Background: an optimization exercise with open tools, aiming at small area, a short achievable clock period and few clock cycles per item. Do not read the settings as production practice.
RTL that was checked went through simulation tests only; none was proved equivalent to the original.

==> exp/umber <==
==> flow/design.v <==
module v2c_coeff (
    input  wire [2:0] role,
    input  wire [2:0] range,
    output reg  [2:0] q,
    output reg  [7:0] k,
    output reg  [7:0] tb,
    output wire       d7
);
    reg [3:0] p;
    always @(*) begin
        case (role)
            3'd0: begin q = 3'd1; p = 4'd0; end                  
            3'd1: case (range)                                   
                3'd0:    begin q = 3'd7; p = 4'd7; end
                3'd1:    begin q = 3'd7; p = 4'd5; end
                3'd2:    begin q = 3'd6; p = 4'd4; end
                3'd3:    begin q = 3'd5; p = 4'd3; end
                3'd4:    begin q = 3'd4; p = 4'd2; end
                default: begin q = 3'd3; p = 4'd1; end
            endcase
            3'd2, 3'd3: case (range)                             
                3'd0:    begin q = 3'd6; p = 4'd8; end
                3'd1:    begin q = 3'd6; p = 4'd6; end
                3'd2:    begin q = 3'd5; p = 4'd5; end
                3'd3:    begin q = 3'd4; p = 4'd4; end
                3'd4:    begin q = 3'd3; p = 4'd3; end
                default: begin q = 3'd2; p = 4'd2; end
            endcase
            default: begin q = 3'd0; p = 4'd1; end               
        endcase
        k  = 8'd133 - {4'd0, p} - {4'd0, q, 1'b0};
        tb = 8'd150 - {4'd0, p};
    end
    assign d7 = (role == 3'd0) || (role == 3'd1);
endmodule
module v2c_cpa #(parameter W = 8) (
    input  wire [W-1:0] a,
    input  wire [W-1:0] b,
    input  wire         ci,
    output wire [W-1:0] s
);
    localparam NG = (W + 1) / 2;
    wire [2*NG-1:0] ae = {{(2*NG-W){1'b0}}, a};
    wire [2*NG-1:0] be = {{(2*NG-W){1'b0}}, b};
    wire [2*NG-1:0] p  = ae ^ be;
    wire [2*NG-1:0] g  = ae & be;
    wire [2*NG-1:0] se;
    wire [NG:0]     c;
    assign c[0] = ci;
    genvar i;
    generate for (i = 0; i < NG; i = i + 1) begin : grp
        wire cm = g[2*i] | (p[2*i] & c[i]);
        assign c[i+1]    = g[2*i+1] | (p[2*i+1] & g[2*i]) | (p[2*i+1] & p[2*i] & c[i]);
        assign se[2*i]   = p[2*i] ^ c[i];
        assign se[2*i+1] = p[2*i+1] ^ cm;
    end endgenerate
    assign s = se[W-1:0];
endmodule
module v2c_csa #(parameter W = 8) (
    input  wire [W-1:0] a,
    input  wire [W-1:0] b,
    input  wire [W-1:0] c,
    output wire [W-1:0] s,
    output wire [W-1:0] t       
);
    wire [W-1:0] mj = (a & b) | (a & c) | (b & c);
    assign s = a ^ b ^ c;
    assign t = {mj[W-2:0], 1'b0};
endmodule
module v2c_m4369 (
    input  wire [23:0] m,
    output wire [36:0] z
);
    wire [36:0] r0 = {13'b0, m};
    wire [36:0] r1 = {9'b0, m, 4'b0};
    wire [36:0] r2 = {5'b0, m, 8'b0};
    wire [36:0] r3 = {1'b0, m, 12'b0};
    wire [36:0] sa, ta, sb, tb;
    v2c_csa #(37) ca (.a(r0), .b(r1), .c(r2), .s(sa), .t(ta));
    v2c_csa #(37) cb (.a(sa), .b(ta), .c(r3), .s(sb), .t(tb));
    v2c_cpa #(37) ap (.a(sb), .b(tb), .ci(1'b0), .s(z));
endmodule
module v2c_unpack #(parameter UMAX = 21) (
    input  wire [31:0] f,
    input  wire [7:0]  kb,
    input  wire [7:0]  tb,
    output wire [23:0] m,
    output wire        sat,
    output wire        zero,
    output wire [4:0]  u,
    output wire        sticky,
    output wire        bad
);
    wire [7:0] ex  = f[30:23];
    wire       nz  = |ex;
    wire [7:0] exe = nz ? ex : 8'd1;
    assign m   = {nz, f[22:0]};
    assign bad = &ex;
    wire [8:0] us = {1'b0, kb} - {1'b0, exe};
    assign sat  = us[8];
    assign zero = !us[8] && (us[7:0] > UMAX);
    assign u    = us[4:0];
    wire [8:0]  ts = {1'b0, tb} - {1'b0, exe};
    wire [24:0] suf;
    assign suf[0] = 1'b0;
    genvar i;
    generate for (i = 1; i <= 24; i = i + 1) begin : sf
        assign suf[i] = suf[i-1] | m[i-1];
    end endgenerate
    wire [4:0] tc = ts[8] ? 5'd0 : ((ts[7:0] > 8'd24) ? 5'd24 : ts[4:0]);
    assign sticky = suf[tc];
endmodule
module v2c_div7 #(parameter W = 20) (
    input  wire [W-1:0] n,
    output wire [W-1:0] quo
);
    wire [2:0] r [0:W];
    assign r[W] = 3'd0;
    genvar i;
    generate for (i = W - 1; i >= 0; i = i - 1) begin : st
        wire r2 = r[i+1][2], r1 = r[i+1][1], r0 = r[i+1][0], b = n[i];
        assign quo[i]  = r2 | (r1 & r0 & b);
        assign r[i][2] = r2 ? (r1 | (r0 & b)) : (r1 & !(r0 & b));
        assign r[i][1] = r2 ? (r0 ^ b)       : (r0 & !(r1 & b));
        assign r[i][0] = r2 ? !b             : (b & !(r1 & r0));
    end endgenerate
endmodule
module v2c_div3 #(parameter W = 20) (
    input  wire [W-1:0] n,
    output wire [W-1:0] quo
);
    wire [1:0] r [0:W];
    assign r[W] = 2'd0;
    genvar i;
    generate for (i = W - 1; i >= 0; i = i - 1) begin : st
        wire r1 = r[i+1][1], r0 = r[i+1][0], b = n[i];
        assign quo[i]  = r1 | (r0 & b);
        assign r[i][1] = (r0 & !b) | (r1 & b);
        assign r[i][0] = (!r1 & !r0 & b) | (r1 & !b);
    end endgenerate
endmodule
module smu_dac_conv (
    input  wire        clk,
    input  wire        rst,         
    input  wire        in_valid,
    output wire        in_ready,
    input  wire [3:0]  in_role,     
    input  wire [7:0]  in_range,    
    input  wire [31:0] in_x,        
    input  wire [31:0] in_cllv,     
    input  wire [31:0] in_clhv,     
    output wire        out_valid,
    input  wire        out_ready,
    output wire [15:0] out_code,
    output wire        out_err      
);
    localparam [2:0] CLLI = 3'd2, CLHI = 3'd3, CLLV = 3'd4, CLHV = 3'd5;
    localparam [20:0] CLLI_Z = -21'sd10923;
    localparam [20:0] CLHI_Z = 21'sd10922;
    localparam [20:0] ZNEG = -21'sd524288;
    localparam [20:0] ZPOS = 21'sd524287;
    reg  [4:0] ct;
    reg        rdy_r;
    wire       acc  = in_valid && rdy_r;
    wire       take;
    always @(posedge clk) begin
        if (rst) begin
            ct    <= 5'd0;
            rdy_r <= 1'b1;
        end else if (acc && !take) begin
            ct    <= {ct[3:0], 1'b1};
            rdy_r <= !ct[3];
        end else if (take && !acc) begin
            ct    <= {1'b0, ct[4:1]};
            rdy_r <= 1'b1;
        end
    end
    assign in_ready = rdy_r;
    reg        v0;
    reg [2:0]  role0, range0;
    reg        ok0;
    reg [31:0] x0, c0;
    always @(posedge clk) begin
        v0     <= acc && !rst;
        role0  <= in_role[2:0];
        range0 <= in_range[2:0];
        ok0    <= (in_role < 4'd6) && (in_range < 8'd6);
        x0     <= in_x;
        c0     <= (in_role[2:0] == CLLV) ? in_clhv : in_cllv;
    end
    wire [2:0] q;
    wire [7:0] k, tb;
    wire       d7;
    v2c_coeff u_coeff (.role(role0), .range(range0), .q(q), .k(k), .tb(tb), .d7(d7));
    wire [23:0] mx;
    wire [4:0]  ux;
    wire        satx, zerox, stkx, badx;
    v2c_unpack #(.UMAX(21)) u_upx (.f(x0), .kb(k), .tb(tb), .m(mx), .sat(satx),
                                   .zero(zerox), .u(ux), .sticky(stkx), .bad(badx));
    wire [36:0] zx;
    v2c_m4369 u_zx (.m(mx), .z(zx));
    reg  [43:0] ra, rb, rc;
    always @(*) begin
        case (q[1:0])
            2'd0:    begin ra = {1'b0, zx, 6'b0}; rb = 44'd0;              rc = 44'd0;            end
            2'd1:    begin ra = {1'b0, zx, 6'b0}; rb = {3'b0, zx, 4'b0};   rc = 44'd0;            end
            2'd2:    begin ra = {1'b0, zx, 6'b0}; rb = {2'b0, zx, 5'b0};   rc = {5'b0, zx, 2'b0}; end
            default: begin ra = {zx, 7'b0};       rb = ~{5'b0, zx, 2'b0};  rc = {7'b0, zx};       end
        endcase
    end
    wire [43:0] sw, tw, w;
    v2c_csa #(44) u_cw (.a(ra), .b(rb), .c(rc), .s(sw), .t(tw));
    v2c_cpa #(44) u_aw (.a(sw), .b(tw), .ci(q[1:0] == 2'd3), .s(w));
    wire [23:0] mc;
    wire [4:0]  uc;
    wire        satc, zeroc, stkc, badc;
    v2c_unpack #(.UMAX(17)) u_upc (.f(c0), .kb(8'd130), .tb(8'd149), .m(mc), .sat(satc),
                                   .zero(zeroc), .u(uc), .sticky(stkc), .bad(badc));
    wire [36:0] zc;
    v2c_m4369 u_zc (.m(mc), .z(zc));
    wire [17:0] nsc  = zeroc ? 18'd0 : (zc[36:19] >> uc);
    wire        ovfc = satc || nsc[17];
    wire        sgnc = c0[31];
    wire [20:0] bc   = (role0 == CLLV) ? -21'sd4369 : 21'sd4369;
    wire [20:0] ac   = sgnc ? ~{4'b0, nsc[16:0]} : {4'b0, nsc[16:0]};
    wire [20:0] tcs;
    v2c_cpa #(21) u_anc (.a(bc), .b(ac), .ci(sgnc && !stkc), .s(tcs));
    wire [20:0] tc   = ovfc ? (sgnc ? ZNEG : ZPOS) : tcs;
    wire [20:0] zb   = role0[2] ? tc : (role0[0] ? CLHI_Z : CLLI_Z);
    wire [20:0] wb   = x0[31] ? ~zb : zb;
    reg        va;
    reg        d7a, q2a, sgna, sata, zeroa, stka, erra, lowa, uppa;
    reg [4:0]  ua;
    reg [43:0] wa;
    reg [20:0] wba;
    always @(posedge clk) begin
        va    <= v0 && !rst;
        d7a   <= d7;
        q2a   <= q[2];
        erra  <= !ok0 || badx || (role0[2] && badc);
        lowa  <= (role0 == CLLI) || (role0 == CLLV);
        uppa  <= (role0 == CLHI) || (role0 == CLHV);
        sgna  <= x0[31];
        sata  <= satx;
        zeroa <= zerox;
        stka  <= stkx;
        ua    <= ux;
        wa    <= w;
        wba   <= wb;
    end
    wire [52:0] p0 = {wa, 9'b0};
    wire [52:0] p1 = {2'b0, wa, 7'b0};
    wire [52:0] p2 = ~{5'b0, wa, 4'b0};
    wire [52:0] p3 = {9'b0, wa};
    wire [52:0] s5a, t5a, s5b, t5b, p625;
    v2c_csa #(53) u_c5a (.a(p0), .b(p1), .c(p2), .s(s5a), .t(t5a));
    v2c_csa #(53) u_c5b (.a(s5a), .b(t5a), .c(p3), .s(s5b), .t(t5b));
    v2c_cpa #(53) u_a5 (.a(s5b), .b(t5b), .ci(1'b1), .s(p625));
    wire [21:0] ph  = q2a ? p625[52:31] : {1'b0, wa[43:23]};
    wire [21:0] nsh = zeroa ? 22'd0 : (ph >> ua);
    wire        ovf = sata || (|nsh[21:19]);
    wire [18:0] nab = nsh[18:0];
    wire [20:0] axn = sgna ? ~{2'b0, nab} : {2'b0, nab};
    wire [20:0] txs = axn + {20'd0, sgna && !stka};
    wire [20:0] tx  = ovf ? (sgna ? ZNEG : ZPOS) : txs;
    wire [20:0] zbb   = sgna ? ~wba : wba;
    wire        gt    = wba[20] || (nab > wba[18:0]);
    wire        below = ovf ? sgna : (sgna ? gt : !gt);
    wire        selb  = (lowa && !below) || (uppa && below);
    reg        vb;
    reg        d7b, errb;
    reg [20:0] zsb;
    always @(posedge clk) begin
        vb   <= va && !rst;
        d7b  <= d7a;
        errb <= erra;
        zsb  <= selb ? zbb : tx;
    end
    wire [5:0]  nbh = zsb[20:15] + (d7b ? 6'd7 : 6'd3);
    wire [20:0] nsb = {nbh, zsb[14:0]};
    wire [19:0] q7, q3;
    v2c_div7 #(.W(20)) u_d7 (.n(nsb[19:0]), .quo(q7));
    v2c_div3 #(.W(20)) u_d3 (.n(nsb[19:0]), .quo(q3));
    wire [19:0] quo   = d7b ? q7 : q3;
    wire [15:0] code  = nsb[20] ? 16'd0 : ((|quo[19:16]) ? 16'hFFFF : quo[15:0]);
    wire [16:0] res   = errb ? 17'h10000 : {1'b0, code};
    reg        ov;
    reg [16:0] ob;                      
    reg [16:0] bm [0:3];
    reg [1:0]  bwr, brd;
    reg [3:0]  bt;
    assign take = ov && out_ready;
    wire       ofree = !ov || out_ready;
    wire       bne   = bt[0];
    wire [3:0] bt_f  = (bne && !vb) ? {1'b0, bt[3:1]} : bt;     
    wire [3:0] bt_h  = vb ? {bt[2:0], 1'b1} : bt;               
    wire [1:0] brd_f  = bne ? brd + 2'd1 : brd;
    wire [1:0] bwr_f  = (vb && bne) ? bwr + 2'd1 : bwr;
    wire [1:0] bwr_h  = vb ? bwr + 2'd1 : bwr;
    wire [16:0] onext = bne ? bm[brd] : res;
    wire       bpush = vb && (!ofree || bne);
    always @(posedge clk) begin
        if (rst) begin
            ov   <= 1'b0;
            bwr  <= 2'd0;
            brd  <= 2'd0;
            bt   <= 4'd0;
        end else begin
            if (ofree) begin
                ov   <= bne || vb;
                ob   <= onext;
                bt   <= bt_f;
                brd  <= brd_f;
                bwr  <= bwr_f;
            end else begin
                bt   <= bt_h;
                bwr  <= bwr_h;
            end
            if (bpush) bm[bwr] <= res;
        end
    end
    assign out_valid = ov;
    assign out_code  = ob[15:0];
    assign out_err   = ob[16];
endmodule
==> flow/flow/run.sh <==
#!/bin/bash
# The standard layout, with plain buffers (sky130_fd_sc_hd__buf_2) on the ports
# instead of the delay buffers buffer_ports picks by default.
set -euo pipefail
bash standard.sh "BUFFER_PORTS_ARGS=-buffer_cell sky130_fd_sc_hd__buf_2" finish > standard.log 2>&1
==> flow/standard.sh <==
#!/bin/bash
# synth_recipe.tcl (not shown) runs the flow's synth.tcl, then flattens the netlist and writes it again
# the make line also repeats each setting of config.mk as NAME=value (left out here)
make -C /OpenROAD-flow-scripts/flow DESIGN_CONFIG=/design/flow/config.mk WORK_HOME=/design/flow/orfs CLKGATE_MAP_FILE= SYNTH_SCRIPT=/design/flow/synth_recipe.tcl "${@:-finish}"
==> flow/config.mk <==
export PLATFORM = sky130hd
export DESIGN_NAME = smu_dac_conv
export DESIGN_NICKNAME = smu_dac_conv
export VERILOG_FILES = /design/flow/design.v
export SDC_FILE = /design/flow/constraint.sdc
export NUM_CORES = 4
export LEC_CHECK = 0
export ABC_AREA = 1
export CAP_MARGIN = 20
export CORE_MARGIN = 2
export CORE_UTILIZATION = 40
export CTS_BUF_LIST = sky130_fd_sc_hd__clkbuf_4 sky130_fd_sc_hd__clkbuf_8
export SLEW_MARGIN = 20
==> flow/constraint.sdc <==
create_clock -name core_clock -period 40.0 [get_ports {clk}]
set_input_delay 8.0000 -clock core_clock [delete_from_list [all_inputs] [get_ports {clk}]]
set_output_delay 8.0000 -clock core_clock [all_outputs]
set_load 0.01 [all_outputs]
==> exp/onyx (differences from exp/umber) <==
--- a/flow/design.v
+++ b/flow/design.v
@@ -4,7 +4,4 @@
     output reg  [2:0] q,
-    output reg  [7:0] k,
-    output reg  [7:0] tb,
-    output wire       d7
+    output reg  [3:0] p
 );
-    reg [3:0] p;
     always @(*) begin
@@ -30,6 +27,3 @@
         endcase
-        k  = 8'd133 - {4'd0, p} - {4'd0, q, 1'b0};
-        tb = 8'd150 - {4'd0, p};
     end
-    assign d7 = (role == 3'd0) || (role == 3'd1);
 endmodule
@@ -178,4 +172,8 @@
     assign in_ready = rdy_r;
+    wire [2:0] qi;
+    wire [3:0] pi;
+    v2c_coeff u_coeff (.role(in_role[2:0]), .range(in_range[2:0]), .q(qi), .p(pi));
     reg        v0;
-    reg [2:0]  role0, range0;
+    reg [2:0]  role0, q;
+    reg [3:0]  ps0;
     reg        ok0;
@@ -185,3 +183,4 @@
         role0  <= in_role[2:0];
-        range0 <= in_range[2:0];
+        q      <= qi;
+        ps0     <= pi;
         ok0    <= (in_role < 4'd6) && (in_range < 8'd6);
@@ -190,6 +189,5 @@
     end
-    wire [2:0] q;
-    wire [7:0] k, tb;
-    wire       d7;
-    v2c_coeff u_coeff (.role(role0), .range(range0), .q(q), .k(k), .tb(tb), .d7(d7));
+    wire [7:0] k  = 8'd133 - {4'd0, ps0} - {4'd0, q, 1'b0};
+    wire [7:0] tb = 8'd150 - {4'd0, ps0};
+    wire       d7 = (role0 == 3'd0) || (role0 == 3'd1);
     wire [23:0] mx;
@@ -199,16 +197,22 @@
                                    .zero(zerox), .u(ux), .sticky(stkx), .bad(badx));
-    wire [36:0] zx;
-    v2c_m4369 u_zx (.m(mx), .z(zx));
-    reg  [43:0] ra, rb, rc;
+    reg  [30:0] ra, rb, rc;
     always @(*) begin
         case (q[1:0])
-            2'd0:    begin ra = {1'b0, zx, 6'b0}; rb = 44'd0;              rc = 44'd0;            end
-            2'd1:    begin ra = {1'b0, zx, 6'b0}; rb = {3'b0, zx, 4'b0};   rc = 44'd0;            end
-            2'd2:    begin ra = {1'b0, zx, 6'b0}; rb = {2'b0, zx, 5'b0};   rc = {5'b0, zx, 2'b0}; end
-            default: begin ra = {zx, 7'b0};       rb = ~{5'b0, zx, 2'b0};  rc = {7'b0, zx};       end
+            2'd0:    begin ra = {1'b0, mx, 6'b0}; rb = 31'd0;              rc = 31'd0;            end
+            2'd1:    begin ra = {1'b0, mx, 6'b0}; rb = {3'b0, mx, 4'b0};   rc = 31'd0;            end
+            2'd2:    begin ra = {1'b0, mx, 6'b0}; rb = {2'b0, mx, 5'b0};   rc = {5'b0, mx, 2'b0}; end
+            default: begin ra = {mx, 7'b0};       rb = ~{5'b0, mx, 2'b0};  rc = {7'b0, mx};       end
         endcase
     end
-    wire [43:0] sw, tw, w;
-    v2c_csa #(44) u_cw (.a(ra), .b(rb), .c(rc), .s(sw), .t(tw));
-    v2c_cpa #(44) u_aw (.a(sw), .b(tw), .ci(q[1:0] == 2'd3), .s(w));
+    wire [30:0] sy, ty, y;
+    v2c_csa #(31) u_cy (.a(ra), .b(rb), .c(rc), .s(sy), .t(ty));
+    v2c_cpa #(31) u_ay (.a(sy), .b(ty), .ci(q[1:0] == 2'd3), .s(y));
+    wire [43:0] r0 = {13'b0, y};
+    wire [43:0] r1 = {9'b0, y, 4'b0};
+    wire [43:0] r2 = {5'b0, y, 8'b0};
+    wire [43:0] r3 = {1'b0, y, 12'b0};
+    wire [43:0] sw1, tw1, sw, tw, w;
+    v2c_csa #(44) u_cw1 (.a(r0), .b(r1), .c(r2), .s(sw1), .t(tw1));
+    v2c_csa #(44) u_cw2 (.a(sw1), .b(tw1), .c(r3), .s(sw), .t(tw));
+    v2c_cpa #(44) u_aw (.a(sw), .b(tw), .ci(1'b0), .s(w));
     wire [23:0] mc;
@@ -229,3 +233,2 @@
     wire [20:0] zb   = role0[2] ? tc : (role0[0] ? CLHI_Z : CLLI_Z);
-    wire [20:0] wb   = x0[31] ? ~zb : zb;
     reg        va;
@@ -234,3 +237,3 @@
     reg [43:0] wa;
-    reg [20:0] wba;
+    reg [20:0] zba;
     always @(posedge clk) begin
@@ -248,3 +251,3 @@
         wa    <= w;
-        wba   <= wb;
+        zba   <= zb;
     end
@@ -265,3 +268,3 @@
     wire [20:0] tx  = ovf ? (sgna ? ZNEG : ZPOS) : txs;
-    wire [20:0] zbb   = sgna ? ~wba : wba;
+    wire [20:0] wba   = sgna ? ~zba : zba;
     wire        gt    = wba[20] || (nab > wba[18:0]);
@@ -276,3 +279,3 @@
         errb <= erra;
-        zsb  <= selb ? zbb : tx;
+        zsb  <= selb ? zba : tx;
     end
@@ -280,7 +283,11 @@
     wire [20:0] nsb = {nbh, zsb[14:0]};
-    wire [19:0] q7, q3;
-    v2c_div7 #(.W(20)) u_d7 (.n(nsb[19:0]), .quo(q7));
-    v2c_div3 #(.W(20)) u_d3 (.n(nsb[19:0]), .quo(q3));
-    wire [19:0] quo   = d7b ? q7 : q3;
-    wire [15:0] code  = nsb[20] ? 16'd0 : ((|quo[19:16]) ? 16'hFFFF : quo[15:0]);
+    wire [18:0] q7;
+    wire [17:0] q3;
+    v2c_div7 #(.W(19)) u_d7 (.n(nsb[18:0]), .quo(q7));
+    v2c_div3 #(.W(18)) u_d3 (.n(nsb[17:0]), .quo(q3));
+    wire        sat7  = nsb[19] || (|q7[18:16]);
+    wire        sat3  = (|nsb[19:18]) || (|q3[17:16]);
+    wire [15:0] quo   = d7b ? q7[15:0] : q3[15:0];
+    wire        satq  = d7b ? sat7 : sat3;
+    wire [15:0] code  = nsb[20] ? 16'd0 : (satq ? 16'hFFFF : quo);
     wire [16:0] res   = errb ? 17'h10000 : {1'b0, code};
@@ -300,3 +307,2 @@
     wire [16:0] onext = bne ? bm[brd] : res;
-    wire       bpush = vb && (!ofree || bne);
     always @(posedge clk) begin
@@ -318,3 +324,3 @@
             end
-            if (bpush) bm[bwr] <= res;
+            if (vb) bm[bwr] <= res;
         end
==> flow/flow/run.sh (replaced) <==
#!/bin/bash
# The standard layout, with plain buffers (sky130_fd_sc_hd__buf_1) on the ports
# instead of the delay buffers buffer_ports picks by default.
set -euo pipefail
bash standard.sh "BUFFER_PORTS_ARGS=-buffer_cell sky130_fd_sc_hd__buf_1" finish > standard.log 2>&1
Settings changed: CAP_MARGIN 20 to 50, CORE_UTILIZATION 40 to 60, CTS_BUF_LIST sky130_fd_sc_hd__clkbuf_4 sky130_fd_sc_hd__clkbuf_8 to sky130_fd_sc_hd__clkbuf_16, CTS_CLUSTER_DIAMETER set to 100, CTS_CLUSTER_SIZE set to 20, SLEW_MARGIN 20 to 70.
==> exp/delta (differences from exp/umber) <==
--- a/flow/design.v
+++ b/flow/design.v
@@ -300,3 +300,2 @@
     wire [16:0] onext = bne ? bm[brd] : res;
-    wire       bpush = vb && (!ofree || bne);
     always @(posedge clk) begin
@@ -318,3 +317,3 @@
             end
-            if (bpush) bm[bwr] <= res;
+            if (vb) bm[bwr] <= res;
         end
==> flow/flow/run.sh (replaced) <==
#!/bin/bash
# The standard layout, with plain buffers (sky130_fd_sc_hd__buf_1) on the ports
# instead of the delay buffers buffer_ports picks by default.
set -euo pipefail
bash standard.sh "BUFFER_PORTS_ARGS=-buffer_cell sky130_fd_sc_hd__buf_1" finish > standard.log 2>&1
Settings changed: CAP_MARGIN 20 to 70, SLEW_MARGIN 20 to 85.
==> exp/garnet (differences from exp/umber) <==
--- a/flow/design.v
+++ b/flow/design.v
@@ -229,3 +229,2 @@
     wire [20:0] zb   = role0[2] ? tc : (role0[0] ? CLHI_Z : CLLI_Z);
-    wire [20:0] wb   = x0[31] ? ~zb : zb;
     reg        va;
@@ -234,3 +233,3 @@
     reg [43:0] wa;
-    reg [20:0] wba;
+    reg [20:0] zba;
     always @(posedge clk) begin
@@ -248,3 +247,3 @@
         wa    <= w;
-        wba   <= wb;
+        zba   <= zb;
     end
@@ -265,3 +264,3 @@
     wire [20:0] tx  = ovf ? (sgna ? ZNEG : ZPOS) : txs;
-    wire [20:0] zbb   = sgna ? ~wba : wba;
+    wire [20:0] wba   = sgna ? ~zba : zba;
     wire        gt    = wba[20] || (nab > wba[18:0]);
@@ -276,3 +275,3 @@
         errb <= erra;
-        zsb  <= selb ? zbb : tx;
+        zsb  <= selb ? zba : tx;
     end
@@ -280,7 +279,11 @@
     wire [20:0] nsb = {nbh, zsb[14:0]};
-    wire [19:0] q7, q3;
-    v2c_div7 #(.W(20)) u_d7 (.n(nsb[19:0]), .quo(q7));
-    v2c_div3 #(.W(20)) u_d3 (.n(nsb[19:0]), .quo(q3));
-    wire [19:0] quo   = d7b ? q7 : q3;
-    wire [15:0] code  = nsb[20] ? 16'd0 : ((|quo[19:16]) ? 16'hFFFF : quo[15:0]);
+    wire [18:0] q7;
+    wire [17:0] q3;
+    v2c_div7 #(.W(19)) u_d7 (.n(nsb[18:0]), .quo(q7));
+    v2c_div3 #(.W(18)) u_d3 (.n(nsb[17:0]), .quo(q3));
+    wire        sat7  = nsb[19] || (|q7[18:16]);
+    wire        sat3  = (|nsb[19:18]) || (|q3[17:16]);
+    wire [15:0] quo   = d7b ? q7[15:0] : q3[15:0];
+    wire        satq  = d7b ? sat7 : sat3;
+    wire [15:0] code  = nsb[20] ? 16'd0 : (satq ? 16'hFFFF : quo);
     wire [16:0] res   = errb ? 17'h10000 : {1'b0, code};
@@ -300,3 +303,2 @@
     wire [16:0] onext = bne ? bm[brd] : res;
-    wire       bpush = vb && (!ofree || bne);
     always @(posedge clk) begin
@@ -318,3 +320,3 @@
             end
-            if (bpush) bm[bwr] <= res;
+            if (vb) bm[bwr] <= res;
         end
==> flow/flow/run.sh (replaced) <==
#!/bin/bash
# The standard layout, with plain buffers (sky130_fd_sc_hd__buf_1) on the ports
# instead of the delay buffers buffer_ports picks by default.
set -euo pipefail
bash standard.sh "BUFFER_PORTS_ARGS=-buffer_cell sky130_fd_sc_hd__buf_1" finish > standard.log 2>&1
Settings changed: CAP_MARGIN 20 to 50, CORE_UTILIZATION 40 to 60, CTS_BUF_LIST sky130_fd_sc_hd__clkbuf_4 sky130_fd_sc_hd__clkbuf_8 to sky130_fd_sc_hd__clkbuf_16, CTS_CLUSTER_DIAMETER set to 100, CTS_CLUSTER_SIZE set to 25, SLEW_MARGIN 20 to 70.
==> results.txt <==
| item | exp/umber | exp/delta | exp/onyx | exp/garnet |
|---|---|---|---|---|
| Run status | timing/DRC/antenna clean | timing/DRC/antenna clean | timing/DRC/antenna clean | timing/DRC/antenna clean |
| Number of inverters outside the clock class in the layout | 675 | 682 | 561 | 643 |
| Post-synthesis share of cell area spent on xor and xnor gates | 0.0435 | 0.0427 | 0.0407 | 0.0411 |
| Non-Filler Instances | 4770 | 4901 | 4104 | 4254 |
| Area taken by multi-input logic gates | 19100 sq um | 21800 sq um | 18600 sq um | 19000 sq um |
| Per-cell routed wire length | 14.1 um | 14.3 um | 15.7 um | 16.0 um |
| Multiplexer share of the synthesized area | 0.0158 | 0.0165 | 0.0183 | 0.0165 |
| Cell Count Post-Placement | 4674 | 4787 | 4074 | 4224 |
| Layout Nets | 4427 | 4561 | 4129 | 4277 |
| Reg-to-reg endpoint | zsb[18] | zsb[7] | wa[42] | zsb[18] |
| Actual slew at the worst max-slew pin | 1.01 ns | 0.262 ns | 0.452 ns | 0.443 ns |
Testbench counts of exp/delta, summed over its fixed seeds: cycles 4,832, items 4,800.
Testbench counts of exp/garnet, summed over its fixed seeds: cycles 4,832, items 4,800.
No functional check of the RTL was part of exp/umber and exp/onyx.

==> static timing again, ports no longer ideal <==
In the flow no input, the clock included, has a driving cell. The finished layouts below were timed again as built, in two steps.
Step 1: set_driving_cell puts a clkbuf_16 on clk and a buf_2 on each other input, an assumption about the parent block.
Step 2 adds t to the input delays and takes it off the output delays; t is the mean of the earliest and latest rising clock arrival at the registers after step 1. Input paths then give back, and output paths get back, about the clock's delay inside the block.
Slacks: ideal ports / drivers / drivers and shift; pairs: ideal ports / drivers.
| run | t (ns) | setup WS [ns] | slew at the worst register clock pin (ns) |
|---|---|---|---|
| exp/umber | 0.682 | 30.505 / 30.547 / 29.864 | 0.07 / 0.07 |
| exp/onyx | 0.589 | 30.485 / 30.485 / 30.485 | 0.09 / 0.09 |
| exp/delta | 0.695 | 28.901 / 28.901 / 28.901 | 0.07 / 0.07 |
| exp/garnet | 0.587 | 30.941 / 30.881 / 30.623 | 0.10 / 0.10 |
After both steps setup and hold are still met in every run listed. The setup slack of exp/umber, which loses most, moves by +0.042 ns with the drivers and by -0.641 ns with both steps.
